What follows belongs to an exercise in optimizing a design on an open flow for small area, a short achievable clock period and few clock cycles per item; a production flow would make more cautious choices.

==> v13: inputs <==
// ranging_code_gen
module ranging_code_gen (
    input  wire        clk,
    input  wire        rst,
    input  wire        cmd_valid,
    output wire        cmd_ready,
    input  wire [1:0]  cmd_mode,    
    input  wire [13:0] cmd_arg,     
    input  wire [13:0] cmd_p,       
    input  wire [13:0] cmd_len,     
    output reg         chip_valid,
    output reg         chip
);
    localparam [14:0] N_M = 15'd10243;
    localparam [14:0] N_S = 15'd3607;
    localparam [12:0] H_M = 13'd5121;    
    localparam [12:0] H_S = 13'd1803;
    reg        st_gold;
    reg        st_wset;
    reg        st_wrun;
    reg [1:0]  mode;
    reg [13:0] rem;
    reg        rem1;        
    reg [14:0] x;
    reg [14:0] y;
    reg [3:0]  sc;
    reg [11:0] l_idx;
    reg        l_sg;
    reg        l_z;
    reg        l_ph;
    reg        leg_a;
    wire sub = mode[0];
    wire idle   = ~(st_gold | st_wset | st_wrun);
    wire emit   = st_gold | (st_wrun & l_ph);
    wire last   = emit & rem1;
    assign cmd_ready = idle | last;
    wire acc = cmd_valid & cmd_ready;
    wire [12:0] g1 = x[12:0];
    wire [12:0] g2 = y[12:0];
    wire g1_fb = sub ? ^(g1 & 13'b1000000001101) : ^(g1[10:0] & 11'b11111000001);
    wire g2_fb = sub ? ^(g2 & 13'b1101101110001) : ^(g2[10:0] & 11'b10110011111);
    wire g1_rl = sub & (g1 == 13'h07FF);      
    wire gold_chip = sub ? (g1[12] ^ g2[12]) : (g1[10] ^ (^(g2[10:0] & l_idx[10:0])));
    wire [12:0] hh = sub ? H_S : H_M;
    wire [14:0] nn = sub ? N_S : N_M;
    wire [12:0] v  = x[12:0];
    wire        vs = x[14];
    wire        v_z = (v == 13'd0);
    reg         fz;
    reg         fh;
    reg  [14:0] red_c;
    always @(*) begin
        case (sc)
            4'd1, 4'd2: red_c = sub ? 15'd14428 : 15'd20486;    
            4'd3, 4'd4: red_c = sub ? 15'd7214  : 15'd10243;    
            4'd10:      red_c = 15'h7FFF;                       
            default:    red_c = nn;
        endcase
    end
    wire op_init = st_wset & (sc == 4'd0);
    wire op_addy = st_wset & (sc == 4'd7);
    wire op_fold = st_wset & sc[3] & ~sc[2] & (sc[1] ~^ sc[0]);    
  ...
==> module ranging_code_gen, before the edit <==
module ranging_code_gen (
    input  wire        clk,
    input  wire        rst,
    input  wire        cmd_valid,
    output wire        cmd_ready,
    input  wire [1:0]  cmd_mode,    
    input  wire [13:0] cmd_arg,     
    input  wire [13:0] cmd_p,       
    input  wire [13:0] cmd_len,     
    output reg         chip_valid,
    output reg         chip
);
    localparam [14:0] N_M = 15'd10243;
    localparam [14:0] N_S = 15'd3607;
    localparam [12:0] H_M = 13'd5121;    
    localparam [12:0] H_S = 13'd1803;
    reg        st_gold;
    reg        st_wset;
    reg        st_wrun;
    reg [1:0]  mode;
    reg [13:0] rem;
    reg        rem1;        
    reg [14:0] x;
    reg [14:0] y;
    reg [3:0]  sc;
    reg [11:0] l_idx;
    reg        l_sg;
    reg        l_z;
    reg        l_ph;
    reg        leg_a;
    wire sub = mode[0];
    wire idle   = ~(st_gold | st_wset | st_wrun);
    wire emit   = st_gold | (st_wrun & l_ph);
    wire last   = emit & rem1;
    assign cmd_ready = idle | last;
    wire acc = cmd_valid & cmd_ready;
    wire [12:0] g1 = x[12:0];
    wire [12:0] g2 = y[12:0];
    wire g1_fb = sub ? ^(g1 & 13'b1000000001101) : ^(g1[10:0] & 11'b11111000001);
    wire g2_fb = sub ? ^(g2 & 13'b1101101110001) : ^(g2[10:0] & 11'b10110011111);
    wire g1_rl = sub & (g1 == 13'h07FF);      
    wire gold_chip = sub ? (g1[12] ^ g2[12]) : (g1[10] ^ (^(g2[10:0] & l_idx[10:0])));
    wire [12:0] hh = sub ? H_S : H_M;
    wire [14:0] nn = sub ? N_S : N_M;
    wire [12:0] v  = x[12:0];
    wire        vs = x[14];
    wire        v_z = (v == 13'd0);
    reg         fz;
    reg         fh;
    reg  [14:0] red_c;
    always @(*) begin
        case (sc)
            4'd1, 4'd2: red_c = sub ? 15'd14428 : 15'd20486;    
            4'd3, 4'd4: red_c = sub ? 15'd7214  : 15'd10243;    
            4'd10:      red_c = 15'h7FFF;                       
            default:    red_c = nn;
        endcase
    end
    wire op_init = st_wset & (sc == 4'd0);
    wire op_addy = st_wset & (sc == 4'd7);
    wire op_fold = st_wset & sc[3] & ~sc[2] & (sc[1] ~^ sc[0]);    
    wire op_red  = st_wset & ~op_init & ~op_addy & ~op_fold;
    wire w_hold = ~vs & fh;
    wire w_dec  = vs & ~fz;
    reg  [14:0] ad_b;
    always @(*) begin
        if (op_init)
            ad_b = nn - 15'd1;
        else if (op_addy)
            ad_b = y;
        else if (op_fold)
            ad_b = nn;
        else if (op_red)
            ad_b = ~red_c;
        else
            ad_b = w_hold ? 15'd0 : (w_dec ? 15'h7FFF : 15'd1);
    end
    wire        ad_c = op_fold | op_red;
    wire [15:0] ad_s = {1'b0, x ^ {15{op_fold}}} + {1'b0, ad_b} + {15'd0, ad_c};
    wire [14:0] w_nx = {(w_dec | w_hold), 1'b0, ad_s[12:0]};
    reg [14:0] y_nx;
    always @(*) begin
        if (op_init | op_addy)
            y_nx = ad_s[14:0];
        else if (op_red)
            y_nx = ad_s[15] ? ad_s[14:0] : x;
        else if (op_fold)
            y_nx = (x[13:0] > {1'b0, hh}) ? {1'b1, 1'b0, ad_s[12:0]} : x;
        else
            y_nx = w_nx;
    end
    wire        s8 = (v[7:0] == 8'd0);
    wire [12:0] a1 = s8 ? {8'd0, v[12:8]} : v;
    wire        s4 = (a1[3:0] == 4'd0);
    wire [12:0] a2 = s4 ? {4'd0, a1[12:4]} : a1;
    wire        s2 = (a2[1:0] == 2'd0);
    wire [12:0] a3 = s2 ? {2'd0, a2[12:2]} : a2;
    wire        s1 = ~a3[0];
    wire [12:0] a4 = s1 ? {1'd0, a3[12:1]} : a3;
    wire rom_q;
    rcg_legrom u_rom (.a({sub, l_idx}), .q(rom_q));
    wire leg = ~l_z & (rom_q ^ l_sg);
    always @(posedge clk) begin
        if (rst) begin
            st_gold    <= 1'b0;
            st_wset    <= 1'b0;
            st_wrun    <= 1'b0;
            chip_valid <= 1'b0;
        end else begin
            chip_valid <= emit;
            if (acc) begin
                st_gold <= ~cmd_mode[1] & (cmd_len != 14'd0);
                st_wset <= cmd_mode[1] & (cmd_len != 14'd0);
                st_wrun <= 1'b0;
            end else if (last) begin
                st_gold <= 1'b0;
                st_wrun <= 1'b0;
            end else if (st_wset & (sc == 4'd11)) begin
                st_wset <= 1'b0;
                st_wrun <= 1'b1;
            end
        end
    end
    always @(posedge clk) begin
        chip <= st_gold ? gold_chip : (leg_a ^ leg);
        if (emit) begin
            rem  <= rem - 14'd1;
            rem1 <= (rem == 14'd2);
        end
        sc <= sc + 4'd1;
        if (st_gold) begin
            x <= {2'b00, g1_rl ? 13'h1FFF : {g1[11:0], g1_fb}};
            y <= {2'b00, g2[11:0], g2_fb};
        end else if (st_wset | st_wrun) begin
            x <= y;
            y <= y_nx;
        end
        if (~st_gold) begin
            l_idx <= a4[12:1];
        end
        fz    <= (y[12:0] == 13'd0);
        fh    <= (y[12:0] == hh);
        l_sg  <= vs ^ (~sub & s1);
        l_z   <= v_z;
        l_ph  <= st_wrun & sc[0];
        if (~l_ph)
            leg_a <= leg;
        if (cmd_ready) begin
            mode  <= cmd_mode;
            rem   <= cmd_len;
            rem1  <= (cmd_len == 14'd1);
            x     <= cmd_mode[1] ? {1'b0, cmd_p} : (cmd_mode[0] ? 15'h1FFF : 15'h02AA);
            y     <= (cmd_mode == 2'd0) ? 15'h02AA : {1'b0, cmd_arg};
            l_idx <= {1'b0, cmd_arg[10:0]};
            sc    <= 4'd0;
        end
    end
endmodule
clock: 8.0 ns
lec_check: 0
abc_area: 1
cap_margin: 20
cell_pad_in_sites_detail_placement: 1
cell_pad_in_sites_global_placement: 1
core_margin: 2
core_utilization: 35
place_density: 0.45
setup_slack_margin: 4
slew_margin: 20
run.sh (not shown) runs the stock make flow with config.mk's settings and CLKGATE_MAP_FILE= SYNTH_SCRIPT=/design/flow/synth_recipe.tcl, a recipe that flattens the netlist after the stock synthesis.
==> v25: changes against v13 <==
--- a/flow/design.v
+++ b/flow/design.v
@@ -2163,8 +2163,8 @@
     output reg         chip_valid,
     output reg         chip
 );
-    localparam [14:0] N_M = 15'd10243;
-    localparam [14:0] N_S = 15'd3607;
+    localparam [15:0] N_M = 16'd10243;
+    localparam [15:0] N_S = 16'd3607;
     localparam [12:0] H_M = 13'd5121;    
     localparam [12:0] H_S = 13'd1803;
     reg        st_gold;
@@ -2172,9 +2172,8 @@
     reg        st_wrun;
     reg [1:0]  mode;
     reg [13:0] rem;
-    reg        rem1;        
-    reg [14:0] x;
-    reg [14:0] y;
+    reg [15:0] x;
+    reg [15:0] y;
     reg [3:0]  sc;
     reg [11:0] l_idx;
     reg        l_sg;
@@ -2184,7 +2183,7 @@
     wire sub = mode[0];
     wire idle   = ~(st_gold | st_wset | st_wrun);
     wire emit   = st_gold | (st_wrun & l_ph);
-    wire last   = emit & rem1;
+    wire last   = emit & (rem == 14'd1);
     assign cmd_ready = idle | last;
     wire acc = cmd_valid & cmd_ready;
     wire [12:0] g1 = x[12:0];
@@ -2194,53 +2193,60 @@
     wire g1_rl = sub & (g1 == 13'h07FF);      
     wire gold_chip = sub ? (g1[12] ^ g2[12]) : (g1[10] ^ (^(g2[10:0] & l_idx[10:0])));
     wire [12:0] hh = sub ? H_S : H_M;
-    wire [14:0] nn = sub ? N_S : N_M;
+    wire [15:0] nn = sub ? N_S : N_M;
     wire [12:0] v  = x[12:0];
-    wire        vs = x[14];
+    wire        vs = x[15];
     wire        v_z = (v == 13'd0);
-    reg         fz;
-    reg         fh;
-    reg  [14:0] red_c;
+    wire        v_h = (v == hh);
+    reg  [15:0] red_c;
     always @(*) begin
-        case (sc)
-            4'd1, 4'd2: red_c = sub ? 15'd14428 : 15'd20486;    
-            4'd3, 4'd4: red_c = sub ? 15'd7214  : 15'd10243;    
-            4'd10:      red_c = 15'h7FFF;                       
-            default:    red_c = nn;
+        case (sc[2:1])
+            2'd1:    red_c = sub ? 16'd28856 : 16'd40972;    
+            2'd2:    red_c = sub ? 16'd14428 : 16'd20486;    
+            2'd3:    red_c = sub ? 16'd7214  : 16'd10243;    
+            default: red_c = nn;                             
         endcase
     end
     wire op_init = st_wset & (sc == 4'd0);
-    wire op_addy = st_wset & (sc == 4'd7);
-    wire op_fold = st_wset & sc[3] & ~sc[2] & (sc[1] ~^ sc[0]);    
+    wire op_addy = st_wset & (sc == 4'd1);
+    wire op_fold = st_wset & sc[3] & sc[1];                
     wire op_red  = st_wset & ~op_init & ~op_addy & ~op_fold;
-    wire w_hold = ~vs & fh;
-    wire w_dec  = vs & ~fz;
-    reg  [14:0] ad_b;
+    wire w_dec   = vs & ~v_z;
+    wire w_hold  = ~vs & v_h;
+    reg  [15:0] ad_a;
+    reg  [15:0] ad_b;
+    reg         ad_c;
     always @(*) begin
-        if (op_init)
-            ad_b = nn - 15'd1;
-        else if (op_addy)
+        ad_a = x;
+        ad_b = 16'd0;
+        ad_c = 1'b0;
+        if (op_init) begin
+            ad_b = nn - 16'd1;
+        end else if (op_addy) begin
             ad_b = y;
-        else if (op_fold)
+        end else if (op_fold) begin
+            ad_a = ~x;
             ad_b = nn;
-        else if (op_red)
+            ad_c = 1'b1;
+        end else if (op_red) begin
             ad_b = ~red_c;
-        else
-            ad_b = w_hold ? 15'd0 : (w_dec ? 15'h7FFF : 15'd1);
+            ad_c = 1'b1;
+        end else begin
+            ad_a = {3'b000, v};
+            ad_b = w_hold ? 16'd0 : (w_dec ? 16'hFFFF : 16'd1);
+        end
     end
-    wire        ad_c = op_fold | op_red;
-    wire [15:0] ad_s = {1'b0, x ^ {15{op_fold}}} + {1'b0, ad_b} + {15'd0, ad_c};
-    wire [14:0] w_nx = {(w_dec | w_hold), 1'b0, ad_s[12:0]};
-    reg [14:0] y_nx;
+    wire [16:0] ad_s = {1'b0, ad_a} + {1'b0, ad_b} + {16'd0, ad_c};
+    reg [15:0] y_nx;
     always @(*) begin
         if (op_init | op_addy)
-            y_nx = ad_s[14:0];
+            y_nx = ad_s[15:0];
         else if (op_red)
-            y_nx = ad_s[15] ? ad_s[14:0] : x;
+            y_nx = ad_s[16] ? ad_s[15:0] : x;
         else if (op_fold)
-            y_nx = (x[13:0] > {1'b0, hh}) ? {1'b1, 1'b0, ad_s[12:0]} : x;
+            y_nx = (x[13:0] > {1'b0, hh}) ? {1'b1, 2'b00, ad_s[12:0]} : x;
         else
-            y_nx = w_nx;
+            y_nx = {(w_dec | w_hold), 2'b00, ad_s[12:0]};
     end
     wire        s8 = (v[7:0] == 8'd0);
     wire [12:0] a1 = s8 ? {8'd0, v[12:8]} : v;
@@ -2276,14 +2282,12 @@
     end
     always @(posedge clk) begin
         chip <= st_gold ? gold_chip : (leg_a ^ leg);
-        if (emit) begin
-            rem  <= rem - 14'd1;
-            rem1 <= (rem == 14'd2);
-        end
+        if (emit)
+            rem <= rem - 14'd1;
         sc <= sc + 4'd1;
         if (st_gold) begin
-            x <= {2'b00, g1_rl ? 13'h1FFF : {g1[11:0], g1_fb}};
-            y <= {2'b00, g2[11:0], g2_fb};
+            x <= {3'b000, g1_rl ? 13'h1FFF : {g1[11:0], g1_fb}};
+            y <= {3'b000, g2[11:0], g2_fb};
         end else if (st_wset | st_wrun) begin
             x <= y;
             y <= y_nx;
@@ -2291,8 +2295,6 @@
         if (~st_gold) begin
             l_idx <= a4[12:1];
         end
-        fz    <= (y[12:0] == 13'd0);
-        fh    <= (y[12:0] == hh);
         l_sg  <= vs ^ (~sub & s1);
         l_z   <= v_z;
         l_ph  <= st_wrun & sc[0];
@@ -2301,9 +2303,8 @@
         if (cmd_ready) begin
             mode  <= cmd_mode;
             rem   <= cmd_len;
-            rem1  <= (cmd_len == 14'd1);
-            x     <= cmd_mode[1] ? {1'b0, cmd_p} : (cmd_mode[0] ? 15'h1FFF : 15'h02AA);
-            y     <= (cmd_mode == 2'd0) ? 15'h02AA : {1'b0, cmd_arg};
+            x     <= cmd_mode[1] ? {2'b00, cmd_p} : (cmd_mode[0] ? 16'h1FFF : 16'h02AA);
+            y     <= (cmd_mode == 2'd0) ? 16'h02AA : {2'b00, cmd_arg};
             l_idx <= {1'b0, cmd_arg[10:0]};
             sc    <= 4'd0;
         end
ABC_AREA = not set   (was 1)
CELL_PAD_IN_SITES_DETAIL_PLACEMENT = not set   (was 1)
CELL_PAD_IN_SITES_GLOBAL_PLACEMENT = not set   (was 1)
CORE_UTILIZATION = 60   (was 35)
PLACE_DENSITY = not set   (was 0.45)
SETUP_SLACK_MARGIN = 5   (was 4)
==> v39: changes against v13 <==
--- a/flow/design.v
+++ b/flow/design.v
@@ -2170,7 +2170,7 @@
     reg        st_gold;
     reg        st_wset;
     reg        st_wrun;
-    reg [1:0]  mode;
+    reg        sub;         
     reg [13:0] rem;
     reg        rem1;        
     reg [14:0] x;
@@ -2181,7 +2181,6 @@
     reg        l_z;
     reg        l_ph;
     reg        leg_a;
-    wire sub = mode[0];
     wire idle   = ~(st_gold | st_wset | st_wrun);
     wire emit   = st_gold | (st_wrun & l_ph);
     wire last   = emit & rem1;
@@ -2229,18 +2228,49 @@
             ad_b = w_hold ? 15'd0 : (w_dec ? 15'h7FFF : 15'd1);
     end
     wire        ad_c = op_fold | op_red;
-    wire [15:0] ad_s = {1'b0, x ^ {15{op_fold}}} + {1'b0, ad_b} + {15'd0, ad_c};
-    wire [14:0] w_nx = {(w_dec | w_hold), 1'b0, ad_s[12:0]};
-    reg [14:0] y_nx;
+    wire [14:0] ad_a = x ^ {15{op_fold}};
+    reg  [15:0] pg;
+    reg  [15:0] pp;
+    reg  [15:0] ad_s;
+    integer     i;
+    integer     d;
     always @(*) begin
-        if (op_init | op_addy)
-            y_nx = ad_s[14:0];
-        else if (op_red)
-            y_nx = ad_s[15] ? ad_s[14:0] : x;
-        else if (op_fold)
-            y_nx = (x[13:0] > {1'b0, hh}) ? {1'b1, 1'b0, ad_s[12:0]} : x;
-        else
-            y_nx = w_nx;
+        pg = {ad_a & ad_b, ad_c};
+        pp = {ad_a ^ ad_b, 1'b0};
+        for (d = 0; d < 4; d = d + 1)
+            for (i = 0; i < 16; i = i + 1)
+                if (((i + 1) % (2 << d)) == 0) begin
+                    pg[i] = pg[i] | (pp[i] & pg[i - (1 << d)]);
+                    pp[i] = pp[i] & pp[i - (1 << d)];
+                end
+        for (d = 2; d >= 0; d = d - 1)
+            for (i = 0; i < 16; i = i + 1)
+                if (((i + 1) % (2 << d)) == (1 << d) && i >= (2 << d)) begin
+                    pg[i] = pg[i] | (pp[i] & pg[i - (1 << d)]);
+                    pp[i] = pp[i] & pp[i - (1 << d)];
+                end
+        ad_s = {pg[15], (ad_a ^ ad_b) ^ pg[14:0]};
+    end
+    reg         x_gt_h;
+    integer     j;
+    always @(*) begin
+        x_gt_h = 1'b0;
+        for (j = 0; j < 13; j = j + 1)
+            x_gt_h = hh[j] ? (x[j] & x_gt_h) : (x[j] | x_gt_h);
+        x_gt_h = x[13] | x_gt_h;
+    end
+    wire        keep_x = (op_red & ~ad_s[15]) | (op_fold & ~x_gt_h);
+    wire        y_top  = st_wset ? (op_fold | ad_s[14]) : (w_dec | w_hold);
+    wire [14:0] y_nx   = keep_x ? x : {y_top, ad_s[13:0]};
+    reg  [13:0] rem_dec;
+    reg         rem_b;
+    integer     n;
+    always @(*) begin
+        rem_b = 1'b1;
+        for (n = 0; n < 14; n = n + 1) begin
+            rem_dec[n] = rem[n] ^ rem_b;
+            rem_b      = rem_b & ~rem[n];
+        end
     end
     wire        s8 = (v[7:0] == 8'd0);
     wire [12:0] a1 = s8 ? {8'd0, v[12:8]} : v;
@@ -2277,14 +2307,14 @@
     always @(posedge clk) begin
         chip <= st_gold ? gold_chip : (leg_a ^ leg);
         if (emit) begin
-            rem  <= rem - 14'd1;
+            rem  <= rem_dec;
             rem1 <= (rem == 14'd2);
         end
         sc <= sc + 4'd1;
         if (st_gold) begin
-            x <= {2'b00, g1_rl ? 13'h1FFF : {g1[11:0], g1_fb}};
-            y <= {2'b00, g2[11:0], g2_fb};
-        end else if (st_wset | st_wrun) begin
+            x <= {y[14:13], g1_rl ? 13'h1FFF : {g1[11:0], g1_fb}};
+            y <= {y_nx[14:13], g2[11:0], g2_fb};
+        end else begin
             x <= y;
             y <= y_nx;
         end
@@ -2296,10 +2326,9 @@
         l_sg  <= vs ^ (~sub & s1);
         l_z   <= v_z;
         l_ph  <= st_wrun & sc[0];
-        if (~l_ph)
-            leg_a <= leg;
+        leg_a <= leg;           
         if (cmd_ready) begin
-            mode  <= cmd_mode;
+            sub   <= cmd_mode[0];
             rem   <= cmd_len;
             rem1  <= (cmd_len == 14'd1);
             x     <= cmd_mode[1] ? {1'b0, cmd_p} : (cmd_mode[0] ? 15'h1FFF : 15'h02AA);
==> impl_metrics.ini <==
[status]
status = no timing/DRC/antenna violations

[layout]
buffers = 118

[timing]
tightest_slew_ns = 0.890

[detailed_routing]
num_vias = 12900

[critical_path]
slowest_delay_ns = 0.38
required_ns = 8.29
(the above is from v39)
==> impl_metrics.ini <==
[status]
failed_stage = 5_1_grt
error_line = [ERROR GRT-0232] Routing congestion too high. Check the congestion heatmap in the GUI.
status = did not finish

[clock_network]
cts.root.buffer_cell = clkbuf_16

[place]
dp_slack_ns = 2.85
placed_cells = 1683

[floorplanning]
die_height_um = 138

[global_routing]
gr-usage-met3_pct = 45.0
(the above is from v25)
==> impl_metrics.ini <==
[critical_path]
slowest_delay_ns = 0.62
startpoint_type = flop

[detailed_routing]
num_vias = 13500

[place]
routabilityCongestion = 1.05

[global_routing]
use_met2_pct = 51.3

[synth]
avgSynthCellArea_um2 = 5.93

[layout]
buffers = 100
multi_input_area_um2 = 7630

[status]
status = no timing/DRC/antenna violations

[timing]
tightest_slew_ns = 1.12
(the above is from v13)
No functional check of the RTL was part of any run of this note.

==> separate check: timing with driven ports <==
No port has a modelled driver above. Below, the same layouts with a new extraction and two added sets of constraints. Step 1 assumes that a clkbuf_16 drives the clock port and a buf_2 every other input. Step 2 adds t to the input delays and takes it off the output delays; t is the mean of the earliest and latest rising clock arrival at the registers after step 1. Input paths then give back, and output paths get back, about the clock's delay inside the block. Slacks: no drivers / after step 1 / after step 2; pairs: no drivers / after step 1.
| run | t, ns | slack for setup (ns) | worst register clock-pin slew, ns | worst data-port slew with drivers (ns) |
|---|---|---|---|---|
| v13 | 0.398 | 4.079 / 4.046 / 3.984 | 0.07 / 0.07 | 0.04 |
| v39 | 0.409 | 3.686 / 3.686 / 3.686 | 0.07 / 0.07 | 0.04 |
After both steps every run listed still meets setup and hold. For v13, which loses most, drivers alone change the setup slack by -0.033 ns; drivers and shift together by -0.095 ns.
